What follows belongs to an exercise in optimizing a design on an open flow for small area; a production flow would make more cautious choices.
Function was checked by simulation only, so behaviour that the tests miss may differ from the original.
Power figures rest on the tool's default switching activity, not on a simulated workload.

==> flow/design.v (excerpt) <==
module psfc (
    input  logic        clk,
    input  logic        rst,
    input  logic [7:0]  bus_addr,
    input  logic        bus_wr,
    input  logic        bus_rd,
    input  logic [31:0] bus_wdata,
    output logic [31:0] bus_rdata,
    output logic        irq,
    output logic [7:0]  tx_data,
    output logic        tx_valid,
    input  logic        tx_ready,
    input  logic [7:0]  rx_data,
    input  logic        rx_valid,
    output logic        rx_ready,
    input  logic        lnk_err
);
Size in the first run: about 6,000 cells after synthesis, ~98 I/O pins, ~69,000 um2 of cells after synthesis.
clock: 25.0 ns
lec_check: 0
cap_margin: 30
core_margin: 2
core_utilization: 33
cts_cluster_diameter: 100
cts_cluster_size: 20
place_density: 0.45
slew_margin: 20
run.sh (not shown) runs the stock make flow with config.mk's settings and CLKGATE_MAP_FILE= SYNTH_SCRIPT=/design/flow/synth_recipe.tcl, a recipe that flattens the netlist after the stock synthesis.
Edit:
--- a/flow/config.mk
+++ b/flow/config.mk
@@ -10,2 +10,2 @@
-export CORE_UTILIZATION = 33
-export CTS_CLUSTER_DIAMETER = 100
+export CORE_UTILIZATION = 36
+export CTS_CLUSTER_DIAMETER = 120
@@ -13,2 +13,2 @@
-export PLACE_DENSITY = 0.45
-export SLEW_MARGIN = 20
+export PLACE_DENSITY = 0.5
+export SLEW_MARGIN = 25
The new run ran to the end with no violations.
Fmax decreases by 1.4%.
Combinational power decreases by about 3%.
Sequential cell count stays the same.
Clock skew decreases by 0.026 ns.
Core utilization increases by 2.7 points.
Setup slack got worse by 0.33 ns.
Edit:
==> flow/config.mk (replaced) <==
export PLATFORM = sky130hd
export DESIGN_NAME = psfc
export DESIGN_NICKNAME = psfc
export VERILOG_FILES = /design/flow/design.v
export SDC_FILE = /design/flow/constraint.sdc
export NUM_CORES = 4
export LEC_CHECK = 0
export CAP_MARGIN = 20
export CORE_MARGIN = 2
export CORE_UTILIZATION = 33
export CTS_CLUSTER_DIAMETER = 80
export CTS_CLUSTER_SIZE = 15
export PLACE_DENSITY = 0.45
export SLEW_MARGIN = 20
Outcome: This time the run completed, yet does not pass: max-slew violations; fmax shrinks by 0.69%; clock skew grows by 0.018 ns; sequential cell count does not change; cell count goes up by 3.2%; setup slack got worse by 0.16 ns; die area increases by 9.0%; first-iteration DRC count came out lower by 2.8%; sequential power barely changes; power increases by 11%.
Edit:
==> flow/config.mk (replaced) <==
export PLATFORM = sky130hd
export DESIGN_NAME = psfc
export DESIGN_NICKNAME = psfc
export VERILOG_FILES = /design/flow/design.v
export SDC_FILE = /design/flow/constraint.sdc
export NUM_CORES = 4
export LEC_CHECK = 0
export CAP_MARGIN = 30
export CORE_MARGIN = 2
export CORE_UTILIZATION = 38
export CTS_CLUSTER_DIAMETER = 100
export CTS_CLUSTER_SIZE = 20
export PLACE_DENSITY = 0.55
export SLEW_MARGIN = 25
Now the flow ran to the end with no violations.
Final area fell by 1.7%.
Power fell by 8.0%.
Area after synthesis is unchanged.
Sequential share of layout area rose by 0.79 points.
Cell count fell by 4.1%.
Worst setup slack gains 0.49 ns.
Sequential cell count is unchanged.
Sequential power hardly moves.
Edit:
--- a/flow/config.mk
+++ b/flow/config.mk
@@ -10 +10 @@
-export CORE_UTILIZATION = 38
+export CORE_UTILIZATION = 36
@@ -13 +13 @@
-export PLACE_DENSITY = 0.55
+export PLACE_DENSITY = 0.5
The changed run ran to the end with no violations; clock-buffer cell count is higher by 3; setup slack is worse by 0.44 ns; global-route usage went down by 5.5 points; sequential power barely changes; final area went down by 0.39%; fmax is lower by 1.9%; total power barely changes; hold slack gets better by 0.0045 ns; cell count rose by 1.2%; first-iteration DRC count drops by 1.1%.

---

psfc, a different RTL version from the one above (not shown whole).
Size: about 5900 cells after synthesis, roughly 98 I/O pins.
// psfc
module psfc (
    input  logic        clk,
    input  logic        rst,
    input  logic [7:0]  bus_addr,
    input  logic        bus_wr,
    input  logic        bus_rd,
    input  logic [31:0] bus_wdata,
    output logic [31:0] bus_rdata,
    output logic        irq,
    output logic [7:0]  tx_data,
    output logic        tx_valid,
    input  logic        tx_ready,
    input  logic [7:0]  rx_data,
    input  logic        rx_valid,
    output logic        rx_ready,
    input  logic        lnk_err
);
    localparam logic [31:0] ID_VALUE = 32'h5053_0001;
    localparam logic [7:0]  SYNC     = 8'hAA;
    localparam logic [1:0] S_IDLE   = 2'd0;
    localparam logic [1:0] S_TX     = 2'd1;
    localparam logic [1:0] S_RX     = 2'd2;
    localparam logic [1:0] S_SETTLE = 2'd3;
    localparam logic [3:0] OP_ENC_RAW  = 4'h1;
    localparam logic [3:0] OP_ENC_NUM  = 4'h2;
    localparam logic [3:0] OP_DECODE   = 4'h3;
    localparam logic [3:0] OP_XFER     = 4'h4;
    localparam logic [3:0] OP_REMOTE   = 4'h5;
    localparam logic [3:0] OP_OUTPUT   = 4'h6;
    localparam logic [3:0] OP_SET_MAXV = 4'h7;
    localparam logic [3:0] OP_SET_IMAX = 4'h8;
  ...
make LEC_CHECK=0 CAP_MARGIN=30 CORE_MARGIN=2 CORE_UTILIZATION=36 CTS_CLUSTER_DIAMETER=150 CTS_CLUSTER_SIZE=20 PLACE_DENSITY=0.5 SLEW_MARGIN=25 finish   # period 25.0 ns
The baseline completed without violations.
==> next run, changes <==
- CTS_CLUSTER_DIAMETER: 150 -> 120
After rerunning: Power hardly moves. Design area stays flat. Wire length is about the same. Global-route usage is about the same. Critical path depth is unchanged. Synthesized cell count stays the same. Die area does not change.

## separate check: timing with driven ports
The flow's constraints put no driver on any port. The routed layouts listed below were extracted and timed again, unchanged, in two steps.
Step 1 sets driving cells, clkbuf_16 on the clock port and buf_2 on the other inputs (assumed; they add their load-dependent delay and slew).
Step 2, shift: input delay + t, output delay - t, t = (earliest + latest rising clock arrival at the registers) / 2. This alone moves slack from input paths to output paths.
Three values: ideal, step 1, step 2; two values: the first two.
run	shift t [ns]	setup WS [ns]	clock arrival spread, ns
the first run of note 1	0.865	2.493 / 2.493 / 2.493	0.069 / 0.069
the second run of note 1	0.865	2.162 / 2.162 / 2.162	0.043 / 0.043
the third run of note 1	0.910	2.002 / 2.002 / 2.002	0.062 / 0.062
the fourth run of note 1	0.851	2.491 / 2.491 / 2.491	0.048 / 0.048
the fifth run of note 1	0.881	2.048 / 2.048 / 2.048	0.049 / 0.049
the first run of note 2	0.849	2.440 / 2.440 / 2.440	0.060 / 0.060
the second run of note 2	0.855	2.511 / 2.511 / 2.511	0.072 / 0.072
